Background: an optimization exercise with open tools, aiming at small area. Do not read the settings as production practice.
The RTL was checked by simulation tests, not by an equivalence proof against the original design.
Power figures rest on the tool's default switching activity, not on a simulated workload.

File: flow/config.mk
export PLATFORM = sky130hd
export DESIGN_NAME = epdl_core
export DESIGN_NICKNAME = epdl_core
export VERILOG_FILES = /design/flow/design.v
export SDC_FILE = /design/flow/constraint.sdc
export NUM_CORES = 4
export LEC_CHECK = 0
export CAP_MARGIN = 20
export CORE_MARGIN = 2
export CORE_UTILIZATION = 50
export CTS_BUF_LIST = sky130_fd_sc_hd__clkbuf_16
export CTS_CLUSTER_DIAMETER = 80
export CTS_CLUSTER_SIZE = 24
export SLEW_MARGIN = 20
export SYNTH_HIERARCHICAL = 1
File: flow/constraint.sdc
create_clock -name core_clock -period 10.0 [get_ports {clk}]
set_input_delay 2.0000 -clock core_clock [delete_from_list [all_inputs] [get_ports {clk}]]
set_output_delay 2.0000 -clock core_clock [all_outputs]
set_load 0.01 [all_outputs]
File: flow/design.v
module epdl_framer (
    input  wire        clk,
    input  wire        rst_n,
    input  wire        start,
    input  wire [1:0]  kind,
    input  wire        do_begin,
    input  wire        do_shift,
    input  wire        do_end,
    input  wire        pix,         
    input  wire        last_byte,   
    input  wire        spi_big,     
    input  wire [14:0] spi_f,       
    input  wire        idle_req,    
    input  wire        busy_sync,
    output wire [6:0]  byte_idx,
    output wire [2:0]  bit_idx,     
    input  wire        byte_dc,
    output reg         cs_n,
    output reg         dc,
    output wire        sck,
    output wire        done,
    output wire        smp_valid,   
    output wire        smp_begin,   
    output wire        timeout      
);
    localparam [1:0] K_TXN = 2'd0, K_WAIT = 2'd1, K_POLL = 2'd2, K_DELAY = 2'd3;
    localparam [3:0] E_IDLE = 4'd0,
                     E_CSW  = 4'd1,    
                     E_LOAD = 4'd2,    
                     E_LO   = 4'd3,    
                     E_HI   = 4'd4,    
                     E_HOLD = 4'd5,    
                     E_END  = 4'd6,    
                     E_CSH  = 4'd7,    
                     E_POLL = 4'd8,    
                     E_DLY  = 4'd9,    
                     E_DONE = 4'd10;   
    localparam [15:0] ACC0 = 16'd15536;
    reg [3:0]  st;
    reg [15:0] acc;
    reg [9:0]  cnt;
    assign byte_idx = cnt[9:3];
    assign bit_idx  = cnt[2:0];
    assign done     = (st == E_DONE);
    wire timed = (st == E_CSW) || (st == E_LO) || (st == E_HI) || (st == E_HOLD) ||
                 (st == E_CSH) || (st == E_DLY);
    wire dly   = (st == E_DLY);
    wire [15:0] step = dly ? ((kind == K_WAIT) ? 16'd200 : 16'd25) : {spi_f, 1'b0};
    wire [16:0] sum  = {1'b0, acc} + {1'b0, step};
    wire tick = (!dly && spi_big) || sum[16];
    wire st_start = (st == E_IDLE) && start;
    assign smp_begin = st_start && (kind == K_TXN) && do_begin;
    assign smp_valid = smp_begin || (st_start && kind == K_POLL) || (st == E_POLL);
    assign timeout   = dly && tick && (kind == K_WAIT) && (cnt == 10'd400);
    assign sck       = (st == E_HI);
    always @(posedge clk) begin
        acc <= (timed && !tick) ? sum[15:0] : ACC0;
        if (st_start)
            cnt <= {{7{pix && kind == K_TXN}}, 3'd0};
        else if ((st == E_HI && tick) || (st == E_POLL && busy_sync))
            cnt <= cnt + 10'd1;
    end
    always @(posedge clk or negedge rst_n) begin
        if (!rst_n) begin
            st   <= E_IDLE;
            cs_n <= 1'b1;
            dc   <= 1'b1;
        end else begin
            if (idle_req) begin
                cs_n <= 1'b1;
                dc   <= 1'b1;
            end
            case (st)
                E_IDLE: begin
                    if (start) begin
                        case (kind)
                            K_TXN: begin
                                if (do_begin) begin
                                    cs_n <= 1'b0;
                                    st   <= E_CSW;
                                end else if (do_shift)
                                    st <= E_LOAD;
                                else
                                    st <= E_END;
                            end
                            K_WAIT:  st <= E_POLL;
                            K_POLL:  st <= E_DONE;
                            default: st <= E_DLY;
                        endcase
                    end
                end
                E_CSW: begin
                    if (tick) begin
                        if (do_shift)
                            st <= E_LOAD;
                        else if (do_end)
                            st <= E_END;
                        else
                            st <= E_DONE;
                    end
                end
                E_LOAD: begin
                    dc <= byte_dc;
                    st <= E_LO;
                end
                E_LO: if (tick) st <= E_HI;
                E_HI: begin
                    if (tick)
                        st <= (cnt[2:0] == 3'd7) ? E_HOLD : E_LO;
                end
                E_HOLD: begin
                    if (tick) begin
                        if (!last_byte)
                            st <= E_LOAD;
                        else begin
                            dc <= 1'b1;
                            st <= do_end ? E_END : E_DONE;
                        end
                    end
                end
                E_END: begin
                    cs_n <= 1'b1;
                    st   <= E_CSH;
                end
                E_CSH: if (tick) st <= E_DONE;
                E_POLL: st <= busy_sync ? E_DLY : E_DONE;
                E_DLY: begin
                    if (tick)
                        st <= (kind == K_WAIT && cnt != 10'd400) ? E_POLL : E_DONE;
                end
                default: st <= E_IDLE;
            endcase
        end
    end
endmodule
module epdl_core (
    input  wire        clk,
    input  wire        rst_n,
    input  wire        op_valid,
    output wire        op_ready,
    input  wire [63:0] op_word,
    output reg         rsp_valid,
    output reg  [31:0] rsp_word,
    output reg         rsp_refused,
    output wire        cs_n,
    output wire        dc,
    output reg         epd_rst_n,
    output wire        sck,
    output wire        mosi,
    input  wire        busy
);
    localparam [7:0] THRESHOLD = 8'd7;
    localparam [31:0] SPI_HZ_DEFAULT = 32'd25000;
    localparam [7:0] OP_BUS_RESET = 8'h01, OP_BUS_INIT = 8'h02, OP_TXN_START = 8'h03,
                     OP_TXN_END = 8'h04, OP_WCMD = 8'h05, OP_WDATA = 8'h06,
                     OP_WCMD_T = 8'h07, OP_WDATA_T = 8'h08, OP_INIT = 8'h10,
                     OP_ENTER_FULL = 8'h11, OP_ENTER_PARTIAL = 8'h12,
                     OP_DRAW_PIXEL = 8'h13, OP_FILL = 8'h14, OP_UPDATE = 8'h15,
                     OP_UPDATE_PF = 8'h16, OP_IS_BUSY = 8'h17, OP_WAIT_BUSY = 8'h18,
                     OP_SET_ROTATION = 8'h19, OP_GET_PIXEL = 8'h1A, OP_READ_REG = 8'h1B,
                     OP_CLEAR_STATUS = 8'h1C;
    localparam integer F_NO_TXN = 0, F_REENTRANT = 1, F_UNMATCHED_END = 2, F_ROTATION = 3,
                       F_POWER_STATE = 4, F_WAIT_TIMEOUT = 5, F_UPDATE_DROPPED = 6,
                       F_ILLEGAL_OP = 7, F_NOT_INIT = 8, F_HAZ_BUSY = 9,
                       F_TXN_ABANDONED = 10, F_RESTORE = 11;
    localparam [3:0] SQ_PTR = 4'd0, SQ_AREA = 4'd1, SQ_LUTF = 4'd2, SQ_LUTP = 4'd3,
                     SQ_PIX = 4'd4, SQ_PON = 4'd5, SQ_UPDF = 4'd6, SQ_UPDP = 4'd7,
                     SQ_CFG = 4'd8,
                     SQ_R_START = 4'd9,     
                     SQ_R_END   = 4'd10,    
                     SQ_R_C     = 4'd11,    
                     SQ_R_D     = 4'd12,    
                     SQ_R_CT    = 4'd13,    
                     SQ_R_DT    = 4'd14;    
    localparam [1:0] K_TXN = 2'd0, K_WAIT = 2'd1, K_POLL = 2'd2, K_DELAY = 2'd3;
    localparam [3:0] U_FIN = 4'd0, U_TXN = 4'd1, U_WAIT = 4'd2, U_DLY = 4'd3,
                     U_CFGIDLE = 4'd4, U_RSTLO = 4'd5, U_RSTHI = 4'd6, U_NOP = 4'd7,
                     U_JMP = 4'd8, U_CALL = 4'd9, U_RET = 4'd10, U_EM = 4'd11,
                     U_NOTINIT = 4'd12, U_PFCHK = 4'd13, U_PFEND = 4'd14, U_POLL = 4'd15;
    localparam [1:0] C_ALWAYS = 2'd0, C_NOT_INITOP = 2'd1, C_PWRON = 2'd2, C_FULL = 2'd3;
    localparam [5:0] PC_BUS_INIT = 6'd0, PC_BUS_RESET = 6'd1, PC_ENTER_FULL = 6'd10,
                     PC_ENTER_PARTIAL = 6'd12, PC_UPDATE = 6'd14, PC_UPDATE_PF = 6'd16,
                     PC_EM1 = 6'd24, PC_EM0 = 6'd29, PC_DU = 6'd37, PC_WAIT_BUSY = 6'd60,
                     PC_IS_BUSY = 6'd62, PC_DIV = 6'd46;
    function [7:0] lut_full(input [6:0] i);    
        case (i[4:0])
            5'd1:  lut_full = 8'h02; 5'd2:  lut_full = 8'h02; 5'd3:  lut_full = 8'h01;
            5'd4:  lut_full = 8'h11; 5'd5:  lut_full = 8'h12; 5'd6:  lut_full = 8'h12;
            5'd7:  lut_full = 8'h22; 5'd8:  lut_full = 8'h22; 5'd9:  lut_full = 8'h66;
            5'd10: lut_full = 8'h69; 5'd11: lut_full = 8'h69; 5'd12: lut_full = 8'h59;
            5'd13: lut_full = 8'h58; 5'd14: lut_full = 8'h99; 5'd15: lut_full = 8'h99;
            5'd16: lut_full = 8'h88; 5'd21: lut_full = 8'hF8; 5'd22: lut_full = 8'hB4;
            5'd23: lut_full = 8'h13; 5'd24: lut_full = 8'h51; 5'd25: lut_full = 8'h35;
            5'd26: lut_full = 8'h51; 5'd27: lut_full = 8'h51; 5'd28: lut_full = 8'h19;
            5'd29: lut_full = 8'h01;
            default: lut_full = 8'h00;
        endcase
    endfunction
    function [7:0] lut_part(input [6:0] i);    
        case (i[4:0])
            5'd1:  lut_part = 8'h10; 5'd2:  lut_part = 8'h18; 5'd3:  lut_part = 8'h18;
            5'd4:  lut_part = 8'h08; 5'd5:  lut_part = 8'h18; 5'd6:  lut_part = 8'h18;
            5'd7:  lut_part = 8'h08; 5'd21: lut_part = 8'h13; 5'd22: lut_part = 8'h14;
            5'd23: lut_part = 8'h44; 5'd24: lut_part = 8'h12;
            default: lut_part = 8'h00;
        endcase
    endfunction
    function [8:0] cfg_byte(input [3:0] i);    
        case (i)
            4'd0:  cfg_byte = {1'b0, 8'h01};
            4'd1:  cfg_byte = {1'b1, 8'h0F};
            4'd2:  cfg_byte = {1'b1, 8'h00};
            4'd3:  cfg_byte = {1'b1, 8'h00};
            4'd4:  cfg_byte = {1'b0, 8'h0C};
            4'd5:  cfg_byte = {1'b1, 8'hD7};
            4'd6:  cfg_byte = {1'b1, 8'hD6};
            4'd7:  cfg_byte = {1'b1, 8'h9D};
            4'd8:  cfg_byte = {1'b0, 8'h2C};
            4'd9:  cfg_byte = {1'b1, 8'hA8};
            4'd10: cfg_byte = {1'b0, 8'h3A};
            4'd11: cfg_byte = {1'b1, 8'h1A};
            4'd12: cfg_byte = {1'b0, 8'h3B};
            4'd13: cfg_byte = {1'b1, 8'h08};
            4'd14: cfg_byte = {1'b0, 8'h11};
            default: cfg_byte = {1'b1, 8'h03};
        endcase
    endfunction
    localparam [2:0] S_IDLE = 3'd0, S_DEC_R = 3'd1, S_DEC_F = 3'd2, S_DEC_X = 3'd3,
                     S_DIV = 3'd4, S_RUN = 3'd5, S_WAITF0 = 3'd6, S_WAITF = 3'd7;
    localparam [2:0] RK_ZERO = 3'd0, RK_EM = 3'd1, RK_UPD = 3'd2, RK_UPF = 3'd3,
                     RK_WAIT = 3'd4, RK_ISB = 3'd5, RK_PIX = 3'd6, RK_REG = 3'd7;
    reg [2:0]  state;
    reg [5:0]  pc;
    reg [5:0]  pc_nxt;
    reg [5:0]  ret_pc;
    wire [7:0] raw_byte = {ret_pc[4:0], fc, fb, fa};
    reg [2:0]  rk;
    reg        fa, fb, fc;      
    reg [31:0] spi_hz;
    reg [2:0]  count;
    reg        initialized;
    reg        full_mode;
    reg        power_on;
    reg [1:0]  rotation;
    reg [11:0] status;
    reg        busy_last;
    reg        busy_s1, busy_s2;
    reg [1:0]  f_kind;
    reg [3:0]  f_seq;
    reg        f_idle;
    wire [6:0] f_idx;
    wire [2:0] f_bit;
    wire       f_done, f_smp_valid, f_smp_begin, f_timeout;
    wire txn_open = ~cs_n;
    wire accept   = (state == S_IDLE) && op_valid;
    assign op_ready = (state == S_IDLE);
    wire [63:0] w   = op_word;
    wire [7:0]  opc = w[63:56];
    reg legal;
    always @(*) begin
        case (opc)
            OP_BUS_RESET, OP_TXN_START, OP_TXN_END, OP_ENTER_FULL, OP_ENTER_PARTIAL,
            OP_UPDATE, OP_UPDATE_PF, OP_IS_BUSY, OP_WAIT_BUSY:
                legal = (w[55:0] == 56'd0);
            OP_WCMD, OP_WDATA, OP_WCMD_T, OP_WDATA_T, OP_READ_REG, OP_SET_ROTATION:
                legal = (w[55:8] == 48'd0);
            OP_BUS_INIT:
                legal = (w[55:32] == 24'd0);
            OP_INIT:
                legal = (w[55:33] == 23'd0) &&
                        (w[32] ? (w[7:3] == 5'd0 && w[31:16] == 16'd0)
                               : (w[31:0] == 32'd0));
            OP_DRAW_PIXEL:
                legal = (w[55:48] == 8'd0);
            OP_GET_PIXEL:
                legal = (w[55:48] == 8'd0) && (w[15:0] == 16'd0);
            OP_FILL:
                legal = (w[55:16] == 40'd0);
            OP_CLEAR_STATUS:
                legal = (w[55:12] == 44'd0);
            default:
                legal = 1'b0;
        endcase
    end
    wire [15:0] px_x = w[47:32];
    wire [15:0] px_y = w[31:16];
    wire in_range = (px_x[15:5] == 11'd0) && (px_y[15:5] == 11'd0) &&
                    (rotation[0] ? !px_x[4] : !px_y[4]);
    reg [4:0] phys_x;
    reg [3:0] phys_y;
    always @(*) begin
        case (rotation)
            2'd0: begin phys_x = px_x[4:0];  phys_y = px_y[3:0];  end
            2'd1: begin phys_x = ~px_y[4:0]; phys_y = px_x[3:0];  end
            2'd2: begin phys_x = ~px_x[4:0]; phys_y = ~px_y[3:0]; end
            default: begin phys_x = px_y[4:0]; phys_y = ~px_x[3:0]; end
        endcase
    end
    wire [8:0] buf_addr = op_ready ? {phys_y, phys_x} : {f_idx[5:0], f_bit};
    wire       buf_bit;
    wire do_fill = accept && legal && (opc == OP_FILL);
    wire do_draw = accept && legal && (opc == OP_DRAW_PIXEL) && in_range;
    epdl_pixbuf u_buf (
        .clk(clk),
        .fill(do_fill),
        .draw(do_draw),
        .addr(buf_addr),
        .fill_byte(w[7:0]),
        .color(w[15:0] != 16'd0),
        .rd(buf_bit)
    );
    reg       b_dc;
    reg [7:0] b_data;
    reg       b_last;
    reg       b_pix;    
    always @(*) begin
        b_dc   = 1'b1;
        b_data = 8'h00;
        b_pix  = 1'b0;
        case (f_seq)
            SQ_CFG: {b_dc, b_data} = cfg_byte(f_idx[3:0]);
            SQ_AREA: begin
                case (f_idx[2:0])
                    3'd0: begin b_dc = 1'b0; b_data = 8'h44; end
                    3'd2: b_data = 8'h03;
                    3'd3: begin b_dc = 1'b0; b_data = 8'h45; end
                    3'd6: b_data = 8'h0F;
                    default: b_data = 8'h00;
                endcase
            end
            SQ_PTR: begin
                case (f_idx[2:0])
                    3'd0: begin b_dc = 1'b0; b_data = 8'h4E; end
                    3'd2: begin b_dc = 1'b0; b_data = 8'h4F; end
                    default: b_data = 8'h00;
                endcase
            end
            SQ_LUTF: begin
                if (f_idx == 7'd0) begin b_dc = 1'b0; b_data = 8'h32; end
                else b_data = lut_full(f_idx);
            end
            SQ_LUTP: begin
                if (f_idx == 7'd0) begin b_dc = 1'b0; b_data = 8'h32; end
                else b_data = lut_part(f_idx);
            end
            SQ_PON: begin
                case (f_idx[1:0])
                    2'd0: begin b_dc = 1'b0; b_data = 8'h22; end
                    2'd1: b_data = 8'hC0;
                    default: begin b_dc = 1'b0; b_data = 8'h20; end
                endcase
            end
            SQ_UPDF, SQ_UPDP: begin
                case (f_idx[1:0])
                    2'd0: begin b_dc = 1'b0; b_data = 8'h22; end
                    2'd1: b_data = (f_seq == SQ_UPDF) ? 8'hC4 : 8'h04;
                    2'd2: begin b_dc = 1'b0; b_data = 8'h20; end
                    default: begin b_dc = 1'b0; b_data = 8'hFF; end
                endcase
            end
            SQ_PIX: begin
                if (f_idx[6]) begin b_dc = 1'b0; b_data = 8'h24; end
                else b_pix = 1'b1;
            end
            SQ_R_C, SQ_R_CT: begin b_dc = 1'b0; b_data = raw_byte; end
            default: begin b_dc = 1'b1; b_data = raw_byte; end
        endcase
        case (f_seq)
            SQ_CFG:           b_last = (f_idx == 7'd16);
            SQ_AREA:          b_last = (f_idx == 7'd8);
            SQ_PTR:           b_last = (f_idx == 7'd5);
            SQ_LUTF, SQ_LUTP: b_last = (f_idx == 7'd31);
            SQ_PON:           b_last = (f_idx == 7'd3);
            SQ_UPDF, SQ_UPDP: b_last = (f_idx == 7'd4);
            SQ_PIX:           b_last = (f_idx == 7'd64);
            default:          b_last = (f_idx == 7'd1);
        endcase
    end
    assign mosi = b_pix ? buf_bit : b_data[~f_bit];
    wire f_raw   = (f_seq >= SQ_R_START);
    wire f_begin = !f_raw || f_seq == SQ_R_START || f_seq == SQ_R_CT || f_seq == SQ_R_DT;
    wire f_shift = !f_raw || f_seq == SQ_R_C || f_seq == SQ_R_D ||
                   f_seq == SQ_R_CT || f_seq == SQ_R_DT;
    wire f_end   = !f_raw || f_seq == SQ_R_END || f_seq == SQ_R_CT || f_seq == SQ_R_DT;
    reg [31:0] reg_val;
    always @(*) begin
        case ({fc, fb, fa})
            3'd0: reg_val = {14'd0, busy_last, txn_open, 4'd0, status};
            3'd1: reg_val = {16'd0, 5'd0, count, 5'd0, power_on, full_mode, initialized};
            3'd2: reg_val = 32'h1E03_0709;
            3'd3: reg_val = 32'h0010_0020;
            3'd4: reg_val = {30'd0, rotation};
            3'd5: reg_val = spi_hz;
            default: reg_val = 32'd64;
        endcase
    end
    always @(*) begin
        rsp_word = 32'd0;
        case (rk)
            RK_EM:   rsp_word[1:0] = {fb, fa};
            RK_UPD:  rsp_word[1:0] = {fb, 1'b1};
            RK_UPF:  rsp_word[2:0] = {fa, fb, 1'b1};
            RK_WAIT: rsp_word[1:0] = {fb, ~fb};
            RK_ISB:  rsp_word[0]   = busy_last;
            RK_PIX:  begin rsp_word[0] = fa; rsp_word[8] = fb; end
            RK_REG:  rsp_word = reg_val;
            default: rsp_word = 32'd0;
        endcase
    end
    wire [7:0]  uinst;
    epdl_ucode u_ucode (.pc(pc), .uinst(uinst));
    wire [3:0]  u_op  = uinst[7:4];
    wire [3:0]  u_arg = uinst[3:0];
    wire [5:0]  u_jmp = pc + ((u_arg[1:0] == 2'd1) ? 6'd7 : (u_arg[1:0] == 2'd2) ? 6'd2 : 6'd3);
    wire [5:0]  u_sub = (u_arg[1:0] == 2'd0) ? PC_EM1 : (u_arg[1:0] == 2'd1) ? PC_EM0 : PC_DU;
    reg cond;
    always @(*) begin
        case (u_arg[3:2])
            C_NOT_INITOP: cond = !fa;
            C_PWRON:      cond = power_on;
            C_FULL:       cond = full_mode;
            default:      cond = 1'b1;
        endcase
    end
    wire bus_init_go = (w[31:0] != 32'd0);
    always @(posedge clk or negedge rst_n) begin
        if (!rst_n) begin
            state       <= S_IDLE;
            spi_hz      <= SPI_HZ_DEFAULT;
            count       <= 3'd0;
            initialized <= 1'b0;
            full_mode   <= 1'b1;
            power_on    <= 1'b0;
            rotation    <= 2'd0;
            status      <= 12'd0;
            busy_last   <= 1'b1;
            busy_s1     <= 1'b1;
            busy_s2     <= 1'b1;
            epd_rst_n   <= 1'b1;
            rsp_valid   <= 1'b0;
            f_idle      <= 1'b0;
        end else begin
            busy_s1   <= busy;
            busy_s2   <= busy_s1;
            rsp_valid <= 1'b0;
            f_idle    <= 1'b0;
            if (f_smp_valid) begin
                busy_last <= busy_s2;
                if (f_smp_begin && busy_s2)
                    status[F_HAZ_BUSY] <= 1'b1;
            end
            if (f_timeout)
                status[F_WAIT_TIMEOUT] <= 1'b1;
            case (state)
                S_IDLE: begin
                    if (op_valid) begin
                        state <= S_DEC_R;
                        if (!legal)
                            status[F_ILLEGAL_OP] <= 1'b1;
                        else begin
                            case (opc)
                                OP_BUS_RESET: begin
                                    initialized <= 1'b0;
                                    power_on    <= 1'b0;
                                    state       <= S_DEC_X;
                                end
                                OP_BUS_INIT: begin
                                    if (!bus_init_go)
                                        status[F_ILLEGAL_OP] <= 1'b1;
                                    else begin
                                        spi_hz      <= w[31:0];
                                        initialized <= 1'b0;
                                        power_on    <= 1'b0;
                                        if (txn_open)
                                            status[F_TXN_ABANDONED] <= 1'b1;
                                        state <= S_DIV;
                                    end
                                end
                                OP_INIT: begin
                                    initialized <= 1'b0;
                                    power_on    <= w[32] & w[2];
                                    if (w[32]) begin
                                        full_mode <= w[1];
                                        if (w[15:8] > THRESHOLD) begin
                                            status[F_RESTORE] <= 1'b1;
                                            count <= THRESHOLD[2:0];
                                        end else
                                            count <= w[10:8];
                                    end
                                    if (txn_open)
                                        status[F_TXN_ABANDONED] <= 1'b1;
                                    state <= S_DEC_X;
                                end
                                OP_TXN_START, OP_WCMD_T, OP_WDATA_T: begin
                                    if (txn_open)
                                        status[F_REENTRANT] <= 1'b1;
                                    else
                                        state <= S_DEC_F;
                                end
                                OP_TXN_END: begin
                                    if (!txn_open)
                                        status[F_UNMATCHED_END] <= 1'b1;
                                    else
                                        state <= S_DEC_F;
                                end
                                OP_WCMD, OP_WDATA: begin
                                    if (!txn_open)
                                        status[F_NO_TXN] <= 1'b1;
                                    else
                                        state <= S_DEC_F;
                                end
                                OP_ENTER_FULL, OP_ENTER_PARTIAL, OP_UPDATE, OP_UPDATE_PF: begin
                                    if (txn_open)
                                        status[F_REENTRANT] <= 1'b1;
                                    else
                                        state <= S_DEC_X;
                                end
                                OP_IS_BUSY, OP_WAIT_BUSY:
                                    state <= S_DEC_X;
                                OP_SET_ROTATION: begin
                                    if (w[7:0] >= 8'd4)
                                        status[F_ROTATION] <= 1'b1;
                                    else
                                        rotation <= w[1:0];
                                end
                                OP_READ_REG: begin
                                    if (w[7:0] >= 8'd7)
                                        status[F_ILLEGAL_OP] <= 1'b1;
                                end
                                OP_CLEAR_STATUS:
                                    status <= status & ~w[11:0];
                                default: ;
                            endcase
                        end
                    end
                end
                S_DEC_R: begin
                    rsp_valid <= 1'b1;
                    state     <= S_IDLE;
                end
                S_DEC_F: begin
                    state <= S_WAITF0;
                end
                S_DEC_X: state <= S_RUN;
                S_DIV: begin
                    if (pc == 6'd63)
                        state <= S_RUN;
                end
                S_RUN: begin
                    case (u_op)
                        U_FIN: begin
                            rsp_valid <= 1'b1;
                            state     <= S_IDLE;
                        end
                        U_TXN: begin
                            if (u_arg == SQ_PON) begin
                                if (power_on) status[F_POWER_STATE] <= 1'b1;
                                power_on <= 1'b1;
                            end
                            state <= S_WAITF0;
                        end
                        U_WAIT, U_DLY, U_POLL: begin
                            state <= S_WAITF0;
                        end
                        U_CFGIDLE: f_idle <= 1'b1;
                        U_RSTLO:   epd_rst_n <= 1'b0;
                        U_RSTHI:   epd_rst_n <= 1'b1;
                        U_EM: begin
                            if (!(full_mode == u_arg[0] && initialized)) begin
                                initialized <= 1'b1;
                                full_mode   <= u_arg[0];
                            end
                        end
                        U_NOTINIT: begin
                            if (!initialized)
                                status[F_NOT_INIT] <= 1'b1;
                        end
                        U_PFCHK: begin
                            if (count < 3'd6)
                                count <= count + 3'd1;
                        end
                        U_PFEND: count <= 3'd0;
                        default: ;
                    endcase
                end
                S_WAITF0: state <= S_WAITF;
                S_WAITF: begin
                    if (f_done) begin
                        if (f_raw && f_kind == K_TXN) begin
                            rsp_valid <= 1'b1;
                            state     <= S_IDLE;
                        end else
                            state <= S_RUN;
                    end
                end
                default: state <= S_IDLE;
            endcase
        end
    end
    always @(posedge clk) begin
        if (accept) begin
            rsp_refused <= 1'b0;
            rk <= RK_ZERO;
            fa <= 1'b0;
            fb <= 1'b0;
            fc <= 1'b0;
            f_kind <= K_TXN;
            ret_pc[4:0] <= w[7:3];
            if (!legal)
                rsp_refused <= 1'b1;
            else begin
                case (opc)
                    OP_BUS_INIT: begin
                        if (!bus_init_go) rsp_refused <= 1'b1;
                    end
                    OP_INIT: begin
                        fa <= 1'b1;
                    end
                    OP_TXN_START, OP_WCMD_T, OP_WDATA_T: begin
                        if (txn_open) rsp_refused <= 1'b1;
                        {fc, fb, fa} <= w[2:0];
                        f_seq <= (opc == OP_TXN_START) ? SQ_R_START :
                                 (opc == OP_WCMD_T) ? SQ_R_CT : SQ_R_DT;
                    end
                    OP_TXN_END: begin
                        if (!txn_open) rsp_refused <= 1'b1;
                        f_seq <= SQ_R_END;
                    end
                    OP_WCMD, OP_WDATA: begin
                        if (!txn_open) rsp_refused <= 1'b1;
                        {fc, fb, fa} <= w[2:0];
                        f_seq <= (opc == OP_WCMD) ? SQ_R_C : SQ_R_D;
                    end
                    OP_ENTER_FULL, OP_ENTER_PARTIAL, OP_UPDATE, OP_UPDATE_PF: begin
                        if (txn_open) rsp_refused <= 1'b1;
                        else begin
                            case (opc)
                                OP_ENTER_FULL, OP_ENTER_PARTIAL: rk <= RK_EM;
                                OP_UPDATE:                       rk <= RK_UPD;
                                default:                         rk <= RK_UPF;
                            endcase
                        end
                    end
                    OP_IS_BUSY:   rk <= RK_ISB;
                    OP_WAIT_BUSY: rk <= RK_WAIT;
                    OP_GET_PIXEL: begin
                        rk <= RK_PIX;
                        fa <= in_range & buf_bit;
                        fb <= !in_range;
                    end
                    OP_READ_REG: begin
                        if (w[7:0] >= 8'd7) rsp_refused <= 1'b1;
                        else begin
                            rk <= RK_REG;
                            {fc, fb, fa} <= w[2:0];
                        end
                    end
                    default: ;
                endcase
            end
        end else begin
            if (f_timeout)
                fb <= 1'b1;
            if (state == S_RUN) begin
                    case (u_op)
                        U_TXN: begin
                            f_kind <= K_TXN;
                            f_seq  <= u_arg;
                        end
                        U_WAIT:  f_kind <= K_WAIT;
                        U_DLY:   f_kind <= K_DELAY;
                        U_POLL:  f_kind <= K_POLL;
                        U_CALL:  ret_pc <= pc + 6'd1;
                        U_EM: begin
                            if (!(full_mode == u_arg[0] && initialized))
                                fa <= 1'b1;
                        end
                        U_PFCHK: begin
                            if (count >= 3'd6)
                                fa <= 1'b1;
                        end
                        default: ;
                    endcase
            end
        end
    end
    always @(*) begin
        pc_nxt = pc;
        case (state)
            S_IDLE: begin
                case (opc)
                    OP_BUS_RESET:     pc_nxt = PC_BUS_RESET;
                    OP_BUS_INIT:      pc_nxt = PC_DIV;
                    OP_INIT:          pc_nxt = PC_BUS_INIT;
                    OP_ENTER_FULL:    pc_nxt = PC_ENTER_FULL;
                    OP_ENTER_PARTIAL: pc_nxt = PC_ENTER_PARTIAL;
                    OP_UPDATE:        pc_nxt = PC_UPDATE;
                    OP_UPDATE_PF:     pc_nxt = PC_UPDATE_PF;
                    OP_IS_BUSY:       pc_nxt = PC_IS_BUSY;
                    default:          pc_nxt = PC_WAIT_BUSY;
                endcase
            end
            S_DIV: pc_nxt = pc + 6'd1;
            S_RUN: begin
                pc_nxt = pc + 6'd1;
                case (u_op)
                    U_JMP:   if (cond) pc_nxt = u_jmp;
                    U_CALL:  pc_nxt = u_sub;
                    U_RET:   pc_nxt = ret_pc;
                    U_EM:    if (full_mode == u_arg[0] && initialized) pc_nxt = ret_pc;
                    U_PFCHK: if (count < 3'd6) pc_nxt = PC_UPDATE;
                    default: ;
                endcase
            end
            default: ;
        endcase
    end
    always @(posedge clk or negedge rst_n) begin
        if (!rst_n)
            pc <= 6'd0;
        else
            pc <= pc_nxt;
    end
    epdl_framer u_framer (
        .clk(clk),
        .rst_n(rst_n),
        .start(state == S_WAITF0),
        .kind(f_kind),
        .do_begin(f_begin),
        .do_shift(f_shift),
        .do_end(f_end),
        .pix(f_seq == SQ_PIX),
        .last_byte(b_last),
        .spi_big(spi_hz >= 32'd25000),
        .spi_f(spi_hz[14:0]),
        .idle_req(f_idle),
        .busy_sync(busy_s2),
        .byte_idx(f_idx),
        .bit_idx(f_bit),
        .byte_dc(b_dc),
        .cs_n(cs_n),
        .dc(dc),
        .sck(sck),
        .done(f_done),
        .smp_valid(f_smp_valid),
        .smp_begin(f_smp_begin),
        .timeout(f_timeout)
    );
endmodule
module epdl_pixbuf (
    input  wire       clk,
    input  wire       fill,
    input  wire       draw,
    input  wire [8:0] addr,
    input  wire [7:0] fill_byte,
    input  wire       color,
    output wire       rd
);
    reg [511:0] pbuf;
    wire [3:0] ry = addr[8:5];
    wire [4:0] cx = addr[4:0];
    wire [15:0] rowhot = 16'd1 << ry;
    wire [31:0] colhot = 32'd1 << cx;
    wire [31:0] colv;
    wire [31:0] d;
    genvar i, c;
    generate
        for (c = 0; c < 32; c = c + 1) begin : g_col
            wire [15:0] bits;
            for (i = 0; i < 16; i = i + 1) begin : g_r
                assign bits[i] = pbuf[i*32 + c];
            end
            epdl_aor16 u_rd (.a(bits), .s(rowhot), .y(colv[c]));
            assign d[c] = fill ? fill_byte[7 - (c % 8)] : (colhot[c] ? color : colv[c]);
        end
        for (i = 0; i < 512; i = i + 1) begin : g_bit
            always @(posedge clk)
                if (fill | (draw & rowhot[i / 32]))
                    pbuf[i] <= d[i % 32];
        end
    endgenerate
    assign rd = |(colv & colhot);
endmodule
module epdl_aor16 (input wire [15:0] a, input wire [15:0] s, output wire y);
    assign y = |(a & s);
endmodule
module epdl_ucode (input wire [5:0] pc, output reg [7:0] uinst);
    localparam [3:0] SQ_PTR = 4'd0, SQ_AREA = 4'd1, SQ_LUTF = 4'd2, SQ_LUTP = 4'd3,
                     SQ_PIX = 4'd4, SQ_PON = 4'd5, SQ_UPDF = 4'd6, SQ_UPDP = 4'd7,
                     SQ_CFG = 4'd8;
    localparam [3:0] U_FIN = 4'd0, U_TXN = 4'd1, U_WAIT = 4'd2, U_DLY = 4'd3,
                     U_CFGIDLE = 4'd4, U_RSTLO = 4'd5, U_RSTHI = 4'd6, U_NOP = 4'd7,
                     U_JMP = 4'd8, U_CALL = 4'd9, U_RET = 4'd10, U_EM = 4'd11,
                     U_NOTINIT = 4'd12, U_PFCHK = 4'd13, U_PFEND = 4'd14, U_POLL = 4'd15;
    localparam [1:0] C_ALWAYS = 2'd0, C_NOT_INITOP = 2'd1, C_PWRON = 2'd2, C_FULL = 2'd3;
    localparam [1:0] J3 = 2'd0, J7 = 2'd1, J2 = 2'd2;
    localparam [3:0] S_EM1 = 4'd0, S_EM0 = 4'd1, S_DU = 4'd2;
    always @(*) begin
        case (pc)
            6'd0:  uinst = {U_CFGIDLE, 4'd0};    
            6'd1:  uinst = {U_RSTLO,   4'd0};    
            6'd2:  uinst = {U_DLY,     4'd0};
            6'd3:  uinst = {U_RSTHI,   4'd0};
            6'd4:  uinst = {U_DLY,     4'd0};
            6'd5:  uinst = {U_NOP,     4'd0};
            6'd6:  uinst = {U_JMP,     C_NOT_INITOP, J3};    
            6'd7:  uinst = {U_TXN,     SQ_CFG};
            6'd8:  uinst = {U_NOP,     4'd0};
            6'd9:  uinst = {U_FIN,     4'd0};
            6'd10: uinst = {U_CALL,    S_EM1};   
            6'd11: uinst = {U_FIN,     4'd0};
            6'd12: uinst = {U_CALL,    S_EM0};   
            6'd13: uinst = {U_FIN,     4'd0};
            6'd14: uinst = {U_CALL,    S_DU};    
            6'd15: uinst = {U_FIN,     4'd0};
            6'd16: uinst = {U_PFCHK,   4'd0};    
            6'd17: uinst = {U_CALL,    S_DU};
            6'd18: uinst = {U_CALL,    S_EM1};
            6'd19: uinst = {U_WAIT,    4'd0};
            6'd20: uinst = {U_CALL,    S_DU};
            6'd21: uinst = {U_CALL,    S_EM0};
            6'd22: uinst = {U_PFEND,   4'd0};
            6'd23: uinst = {U_FIN,     4'd0};
            6'd24: uinst = {U_EM,      4'd1};    
            6'd25: uinst = {U_TXN,     SQ_AREA};
            6'd26: uinst = {U_TXN,     SQ_PTR};
            6'd27: uinst = {U_TXN,     SQ_LUTF};
            6'd28: uinst = {U_JMP,     C_ALWAYS, J3};        
            6'd29: uinst = {U_EM,      4'd0};    
            6'd30: uinst = {U_TXN,     SQ_LUTP};
            6'd31: uinst = {U_TXN,     SQ_PON};
            6'd32: uinst = {U_WAIT,    4'd0};
            6'd33: uinst = {U_JMP,     C_ALWAYS, J3};        
            6'd36: uinst = {U_RET,     4'd0};
            6'd37: uinst = {U_NOP,     4'd0};    
            6'd38: uinst = {U_NOTINIT, 4'd0};
            6'd39: uinst = {U_JMP,     C_PWRON, J3};         
            6'd40: uinst = {U_TXN,     SQ_PON};
            6'd41: uinst = {U_WAIT,    4'd0};
            6'd42: uinst = {U_JMP,     C_FULL, J3};          
            6'd43: uinst = {U_TXN,     SQ_AREA};
            6'd44: uinst = {U_TXN,     SQ_PTR};
            6'd45: uinst = {U_WAIT,    4'd0};
            6'd46: uinst = {U_TXN,     SQ_PIX};
            6'd47: uinst = {U_JMP,     C_FULL, J7};          
            6'd48: uinst = {U_TXN,     SQ_UPDP};
            6'd49: uinst = {U_TXN,     SQ_AREA};
            6'd50: uinst = {U_TXN,     SQ_PTR};
            6'd51: uinst = {U_WAIT,    4'd0};
            6'd52: uinst = {U_TXN,     SQ_PIX};
            6'd53: uinst = {U_JMP,     C_ALWAYS, J2};        
            6'd54: uinst = {U_TXN,     SQ_UPDF};
            6'd55: uinst = {U_WAIT,    4'd0};
            6'd56: uinst = {U_JMP,     C_ALWAYS, J3};        
            6'd59: uinst = {U_RET,     4'd0};
            6'd60: uinst = {U_WAIT,    4'd0};    
            6'd61: uinst = {U_FIN,     4'd0};
            6'd62: uinst = {U_POLL,    4'd0};    
            default: uinst = {U_FIN,   4'd0};
        endcase
    end
endmodule
File: flow/run.sh
#!/bin/bash
# synth_recipe.tcl (not shown) runs the flow's synth.tcl, then flattens the netlist and writes it again
# the make line also repeats each setting of config.mk as NAME=value (left out here)
make -C /OpenROAD-flow-scripts/flow DESIGN_CONFIG=/design/flow/config.mk WORK_HOME=/design/flow/orfs CLKGATE_MAP_FILE= SYNTH_SCRIPT=/design/flow/synth_recipe.tcl finish
==> results of run 1 <==
Yosys cell counts, types with 30 or more instances:
library cell / instances / share of area [%]
o21ai_0: 119 / 1.9
a21oi_1: 129 / 2.1
nand2b_1: 39 / 0.79
nor2_1: 143 / 1.7
a22o_1: 133 / 3.7
mux2_4: 32 / 1.5
nor2b_1: 30 / 0.60
and2_1: 35 / 0.70
nand4_1: 53 / 1.1
ha_1: 47 / 1.9
nand2_1: 169 / 2.0
dfrtp_1: 60 / 4.8
a31oi_1: 31 / 0.62
mux2i_1: 59 / 1.9
a221oi_2: 128 / 6.2
edfxtp_1: 536 / 52
nand3_1: 54 / 0.87
nor3_1: 50 / 0.81
inv_1: 52 / 0.63
clkbuf_1: 80 / 0.97
power by group through the flow:
stage	Clock [W]	Sequential (W)	Combinational (W)
after floorplan	0	0.00392	0.00248
after global placement	0	0.00402	0.00380
after detailed placement	0	0.00402	0.00389
after CTS	0.00171	0.00396	0.00390
after global routing	0.00179	0.00397	0.00428
final	0.00168	0.00396	0.00398
through the flow:
stage	power, W	util, %
after CTS	0.009572	56.65
after global routing	0.01004	56.71
after detailed placement	0.007908	54.69
final	0.009613	56.71
after floorplan	0.006407	-
after global placement	0.007820	54.64
path summary, 6_finish.rpt:
kind,to,slack (ns),depth (start not counted)
worst max-delay path,mosi,0.64,17
worst min-delay path,busy_s2$_DFF_PN1_,0.35,0
worst max register to register,fa$_SDFFCE_PN1P_,4.04,18
worst min register to register,busy_s2$_DFF_PN1_,0.35,0
max in group asynchronous,spi_hz[31]$_DFFE_PN0P_,7.65,2
min in group asynchronous,pc[2]$_DFFE_PN0P_,1.23,1
per-layer routing:
| layer | vias to the layer above | GRT usage, % | routed length (um) |
|---|---|---|---|
| met2 | 858 | 49.35 | 45830 |
| met5 | - | 0 | 0 |
| li1 | 9879 | - | - |
| met4 | 0 | 10.43 | 3531 |
| met1 | 11280 | 38.27 | 38790 |
| met3 | 174 | 3.557 | 5493 |
Yosys stat by module (local to each module, per instance):
module       copies in the design  area, um2
epdl_pixbuf                     1      16790
epdl_core                       1       7889
epdl_framer                     1       2391
epdl_ucode                      1      760.7
epdl_aor16                     32      101.3
state kept, by name, indices dropped and copies added, names as in the netlist, 6 cells and up:
signal / count
pc: 6
spi_hz: 32
u_framer.cnt: 10
u_buf.pbuf: 512
u_framer.acc: 16
ret_pc: 6
status: 12
cell families after synthesis:
kind of cell	Yosys count
AO/OA/AOI/OAI	738
AND/OR/NAND/NOR	689
flip-flops	630
buffers and inverters	171
multiplexers	105
adder cells (fa/ha/maj)	48
XOR/XNOR	39
worst max-delay path, stage by stage:
cell             delay (ns)
clkdlybuf4s50_1        0.61
mux2i_1                0.13
xor2_1                 0.17
o21ai_0                0.65
nand2_1                0.43
nor2_4                 0.63
a22o_1                 0.24
a221oi_2               0.04
nand4_1                0.17
mux2i_1                0.09
a2111oi_0              0.67
o31ai_1                0.17
nand4_1                0.14
a211o_1                0.21
inv_1                  0.08
a2bb2oi_1              0.29
clkdlybuf4s50_1        0.61
final cells by class:
| type | instances | area [um2] | share of cell area, % |
|---|---|---|---|
| repair buffers | 196 | 1774 | 5.079 |
| multi-input cells | 1619 | 12340 | 35.32 |
| flip-flops and latches | 630 | 18360 | 52.55 |
| well taps | 837 | 1047 | 2.998 |
| inverters | 57 | 214.0 | 0.6125 |
| clock buffers | 40 | 1001 | 2.865 |
| clock inverters | 17 | 201.4 | 0.5766 |
layout by cell type (no fill, tap or decap), drive strengths merged, types with 8 or more instances in the layout:
cell type      instances
clkbuf                40
nand4                 53
a221oi               137
nor4                  23
a211oi                17
xor2                  18
nand2b                42
nand2                171
mux2i                 59
nor3                  51
o31ai                 15
and2                  35
clkdlybuf4s50        106
inv                   60
dfxtp                 21
edfxtp               536
nand3b                13
or2                   13
clkinv                12
a21oi                131
or3                    8
dfstp                 13
a22o                 133
nand3                 55
a211o                  9
o221ai                 8
mux2                  41
o21ai                121
xnor2                 21
o211ai                16
dfrtp                 60
buf                   90
nor3b                 10
a22oi                 16
ha                    47
and3                  14
a31oi                 31
nor2b                 31
nor2                 143
==> results_dict.tcl, run 1 <==
set metrics [dict create \
    outcome "finished clean" \
    synth_ff_type "edfxtp_1" \
    cp.required_ns 8.00 \
    powerDensity_nw_per_um2 275.2 \
    max-vdd-ir-drop_uv 145.4 \
    power.share.switching_pct 39.17 \
    cts_resized 0 \
    cp-start-kind "input pin" \
    p_int_w 0.005848 \
    overflow 0 \
    synth_edf_count 536 \
    cts_hold_buf 0 \
    first_iter_violations 2165 \
    power.leakage_nw 11.93 \
    setup-tns-final_ns 0 \
    async_flop_share_pct 11.59 \
    synth_nets 2536 \
    drtPass1Iterations 6 \
    fp.dieH_um 253.3 \
    via_per_inst 6.535 \
    dp_slack_ns 0.8695 \
    synthesis.area_um2 31080 \
    regToRegStartpoint "state[0]$_DFFE_PN0P_" \
    critPathKind "input pin to primary output" \
    synth_area_per_cell_um2 12.84 \
    grt_pass1_wl_um 139100 \
    critPathMaxFanout 15 \
    pwr-share-comb_pct 41.4 \
    worst_setup_path_end_kind "primary output" \
    postSynthCellCount 2420 \
    vias 22190 \
    antenna_found_initial 0 \
    rows 91 \
    drt-total-wl_um 93650 \
    synth_simple_gate_area_share_pct 11.44 \
    synth_top_family_by_area "compound AO/OA/AOI/OAI gates" \
    fin_worst_skew_ns 0.01749 \
    synth.distinct_cells 101 \
    synthAdderAreaFrac_pct 1.957 \
    cts_tree "built" \
    crit_arrival_ns 7.36 \
    cp-startpoint "op_word[16]" \
    layout-drive-gt1-share_pct 16.41 \
    drc 0 \
    setup-violations-final 0 \
    antenna_cells 0 \
    synth-compound-area-share_pct 19.89 \
    dp.cells 3339 \
    slew_headroom_pct 25.68 \
    setup_ws_ns 0.6442 \
    post_cts_buffers 0 \
    ant_nets 0 \
    maxCapViolCount 0 \
    seqPwrFrac_pct 41.2 \
    worstMarginPinSlew_ns 1.115 \
    htreeDepth 2 \
    hp-start "busy_s1$_DFF_PN1_" \
    start_util_pct 50.45 \
    fmax_mhz 106.9 \
    clockBufferDepth 3 \
    port_buffers 107 \
    power_frac_clock_pct 17.5 \
    synth_xor_area_share_pct 1.099 \
    cts_root_buffer "clkbuf_16" \
    die-area_um2 64170 \
    ioPinCount 108 \
    whs_ns 0.3507 \
    syn_to_final_growth_pct 12.40 \
    grt_pass1_vias 21760 \
    stdcell_count 3396 \
    synth_mux_area_share_pct 4.135 \
    fin_crit_ns 9.356 \
    final_area_um2 34930 \
    die_x_um 253.3 \
    slew_violations 0 \
    p_sw_w 0.003766 \
    fillers 5044 \
    dpl_cell_area_um2 33690 \
    cts_buffers 37 \
    synth-seq-area-share_pct 59.07 \
    ys_seq_elements 630 \
    dp_hpwl_um 63150 \
    nNetsFinal 2657 \
    rsz0062_at_grt "no" \
    min_path_type "register to register" \
    clk_pin_slew_ns 0.09 \
    grt_start_max_net_pins 68 \
    ys_warn_count 10 \
    insertion_delay_ns 0.58 \
    hold_violations 0 \
    core_area_um2 61600 \
    gp_congestion 0.9316 \
    grt_use_total_pct 29.00 \
    period_share_pct 93.56 \
    routedWlPerCell_um 27.58 \
    cts.sinks 630 \
]
==> inputs of run 2 (changes only) <==
--- a/flow/config.mk
+++ b/flow/config.mk
@@ -8,8 +8,8 @@
 export CAP_MARGIN = 20
 export CORE_MARGIN = 2
 export CORE_UTILIZATION = 50
-export CTS_BUF_LIST = sky130_fd_sc_hd__clkbuf_16
-export CTS_CLUSTER_DIAMETER = 80
-export CTS_CLUSTER_SIZE = 24
+export CTS_BUF_LIST = sky130_fd_sc_hd__clkbuf_8
+export CTS_CLUSTER_DIAMETER = 60
+export CTS_CLUSTER_SIZE = 16
 export SLEW_MARGIN = 20
 export SYNTH_HIERARCHICAL = 1
==> run 2 against run 1 <==
- still clean
- setup slack got worse by 0.0084 ns
- count of clock-buffer cells in the layout is 14 higher
- area after synthesis is the same
- highest routed layer unchanged
==> results_dict.tcl, run 2 <==
set metrics [dict create \
    slew_headroom_pct 22.88 \
    largestRegisters "u_buf.pbuf (512), spi_hz (32), u_framer.acc (16)" \
    r2r-end "fa$_SDFFCE_PN1P_" \
    cts_hold_buf 0 \
    r2r_slack_ns 4.06 \
    min_path_type "register to register" \
    antenna_found_initial 1 \
    synth-seq-area-share_pct 59.07 \
    cts_buffers 52 \
    htreeDepth 2 \
    regToRegStartpoint "state[0]$_DFFE_PN0P_" \
    first_iter_violations 2115 \
    synth_simple_gate_area_share_pct 11.44 \
    synth_edf_count 536 \
    min_to "busy_s2$_DFF_PN1_" \
    synth_top_family_by_area "compound AO/OA/AOI/OAI gates" \
    synth_common_cells "536 x edfxtp_1, 169 x nand2_1, 143 x nor2_1, 133 x a22o_1, 129 x a21oi_1" \
    insertion_delay_ns 0.71 \
    power.leakage_nw 11.86 \
    setup-tns-final_ns 0 \
    grt_pass1_vias 21890 \
    regMostFlops "u_buf.pbuf" \
    cp-startpoint "op_word[32]" \
    outcome "finished clean" \
    clockBufferDepth 3 \
    die-area_um2 64170 \
    drt-total-wl_um 94020 \
    largest_reg_flops 512 \
    grt_start_max_net_pins 68 \
    cp.required_ns 8.00 \
    cp-start-kind "input pin" \
    synth_top_area_share_pct 51.79 \
    power_frac_clock_pct 15.8 \
    synthAdderAreaFrac_pct 1.957 \
    clk_pin_slew_ns 0.10 \
    rows 91 \
    crit_arrival_ns 7.36 \
    cp_slowest_stage_delay_ns 0.66 \
    synth.distinct_cells 101 \
    pwr-share-comb_pct 42.2 \
    syn_to_final_growth_pct 11.76 \
    ys_seq_elements 630 \
    period_share_pct 93.64 \
    synthesis.area_um2 31080 \
    cts.sinks 630 \
    ys_warn_count 10 \
    worstMarginPinSlew_ns 1.157 \
    slew_violations 0 \
    setup-violations-final 0 \
    power.share.switching_pct 39.86 \
    vias 22150 \
    fillers 5082 \
    port_buffers 107 \
    dp_slack_ns 0.8695 \
    synth_mux_area_share_pct 4.135 \
    p_int_w 0.005668 \
    via_per_inst 6.483 \
    ant_nets 0 \
    synth.most_common_cell "edfxtp_1" \
    drc 0 \
    hp-start "busy_s1$_DFF_PN1_" \
    fin_crit_ns 9.364 \
    path_depth 17 \
    p_sw_w 0.003756 \
    hold_depth 0 \
    synth-compound-area-share_pct 19.89 \
    async_flop_share_pct 11.59 \
    final_area_um2 34730 \
    postSynthCellCount 2420 \
    netlist_top_cells_area "edfxtp_1 52%, a221oi_2 6.2%, dfrtp_1 4.8%" \
    start_util_pct 50.45 \
    ioPinCount 108 \
    synth_ff_type "edfxtp_1" \
    powerDensity_nw_per_um2 271.3 \
    yosys.area.top_type "edfxtp_1" \
    fp.dieH_um 253.3 \
    post_cts_buffers 0 \
    cp_num_buf_inv 3 \
    synth_nets 2536 \
    cts_root_buffer "clkbuf_8" \
    synth_area_per_cell_um2 12.84 \
    core_area_um2 61600 \
    overflow 0 \
    seqPwrFrac_pct 42.0 \
    die_x_um 253.3 \
    max-vdd-ir-drop_uv 171.4 \
    rr_worst_depth 18 \
    maxCapViolCount 0 \
    fmax_mhz 106.8 \
    grt_use_total_pct 29.10 \
    rsz0062_at_grt "no" \
    mostFrequentLayoutCells "536 x edfxtp_1, 169 x nand2_1, 133 x a22o_1" \
    crit_chain "clkdlybuf4s50_1, mux2i_1, xor2_1, o21ai_0, nand2_1, nor2_4, a22o_1, a221oi_2, nand4_1, mux2i_1, a2111oi_0, o31ai_1, nand4_1, a211o_1, inv_1, a2bb2oi_1, clkdlybuf4s50_1" \
    hold_violations 0 \
    gp_congestion 0.9316 \
    worst_setup_path_end_kind "primary output" \
    drtPass1Iterations 5 \
    cts_resized 0 \
    slowest_stage "nor2_4" \
    grt_pass1_wl_um 139500 \
    dp_hpwl_um 63150 \
    layout-drive-gt1-share_pct 16.95 \
    critPathKind "input pin to primary output" \
    final_common_cell "edfxtp_1" \
    fin_worst_skew_ns 0.04251 \
    nNetsFinal 2673 \
    routedWlPerCell_um 27.52 \
    setup_ws_ns 0.6358 \
    cts_tree "built" \
    cp_top_family "compound AO/OA/AOI/OAI gates" \
    critPathMaxFanout 17 \
    synth_xor_area_share_pct 1.099 \
    dpl_cell_area_um2 33690 \
]
==> run 2: through the flow <==
stage               total power (W)  hold slack, ns  util, %  instances
global placement           0.007820          0.3464    54.64       3336
floorplan                  0.006407          0.3452        -       2420
finish                     0.009425          0.3453    56.39       3417
detailed placement         0.007908          0.3549    54.69       3339
global route               0.009856          0.3498    56.39       3416
CTS                        0.009373          0.3508    56.31       3414
==> run 2: worst max path at each step <==
stage	slack, ns	to
2_1_floorplan	0.79	mosi
3_3_place_gp	0.80	mosi
3_5_place_dp	0.87	mosi
4_1_cts	0.83	mosi
5_1_grt	0.47	mosi
6_report	0.64	mosi
==> run 2: cell families (layout without fill, tap and decap cells) <==
kind of cell,count (synthesis),count (layout)
other,0,2
xor gates and xnor gates,39,39
and+or+nand+nor,689,689
muxes,105,105
adders and majority gates,48,48
AOI/OAI and AO/OA,738,738
buffers and inverters,171,329
DFF,630,630
==> run 2: layout make-up <==
type | instances | area, um2 | share of cell area (%)
Clock buffer | 54 | 743.2 | 2.140
Antenna cell | 2 | 5.005 | 0.01441
Inverter | 57 | 214.0 | 0.6160
Sequential cell | 630 | 18360 | 52.85
Clock inverter | 21 | 251.5 | 0.7240
Tap cell | 837 | 1047 | 3.015
Timing Repair Buffer | 197 | 1782 | 5.129
Multi-Input combinational cell | 1619 | 12330 | 35.51
==> run 2: metal layers <==
layer / share of wire, % / vias up / track usage (%)
met5: 0 / - / 0
met2: 49 / 906 / 49.53
met3: 6.5 / 167 / 3.875
li1: - / 9905 / -
met1: 41 / 11180 / 38.21
met4: 3.6 / 0 / 10.41
==> run 2: modules after synthesis (local to each module, per instance) <==
module | cells | cell area [um2] | flops+latches
epdl_core | 990 | 7889 | 86
epdl_aor16 | 9 | 101.3 | 0
epdl_ucode | 104 | 760.7 | 0
epdl_pixbuf | 751 | 16790 | 512
epdl_framer | 287 | 2391 | 32
==> run 2: power groups by stage <==
| stage | logic, W | clock network, W | registers (W) |
|---|---|---|---|
| global route | 0.00428 | 0.00160 | 0.00397 |
| floorplan | 0.00248 | 0 | 0.00392 |
| global placement | 0.00380 | 0 | 0.00402 |
| CTS | 0.00390 | 0.00152 | 0.00396 |
| detailed placement | 0.00389 | 0 | 0.00402 |
| finish | 0.00398 | 0.00149 | 0.00396 |

==> static timing again, ports no longer ideal <==
In the flow no input, the clock included, has a driving cell. The finished layouts below were timed again as built, in two steps. Step 1: set_driving_cell puts a clkbuf_16 on clk and a buf_2 on each other input, an assumption about the parent block. Step 2 adds t to the input delays and takes it off the output delays; t is the mean of the earliest and latest rising clock arrival at the registers after step 1. Input paths then give back, and output paths get back, about the clock's delay inside the block. a / b / c = ideal ports / drivers / drivers and shift; a / b = the first two.
run	shift t [ns]	setup WS [ns]	hold slack, ns
run 1	0.639	0.644 / 0.607 / 0.607	0.351 / 0.351 / 0.351
run 2	0.740	0.636 / 0.611 / 0.611	0.345 / 0.345 / 0.345
After both steps setup and hold are still met in every run listed. The setup slack of run 1, which loses most, moves by -0.037 ns with the drivers and by -0.037 ns with both steps.
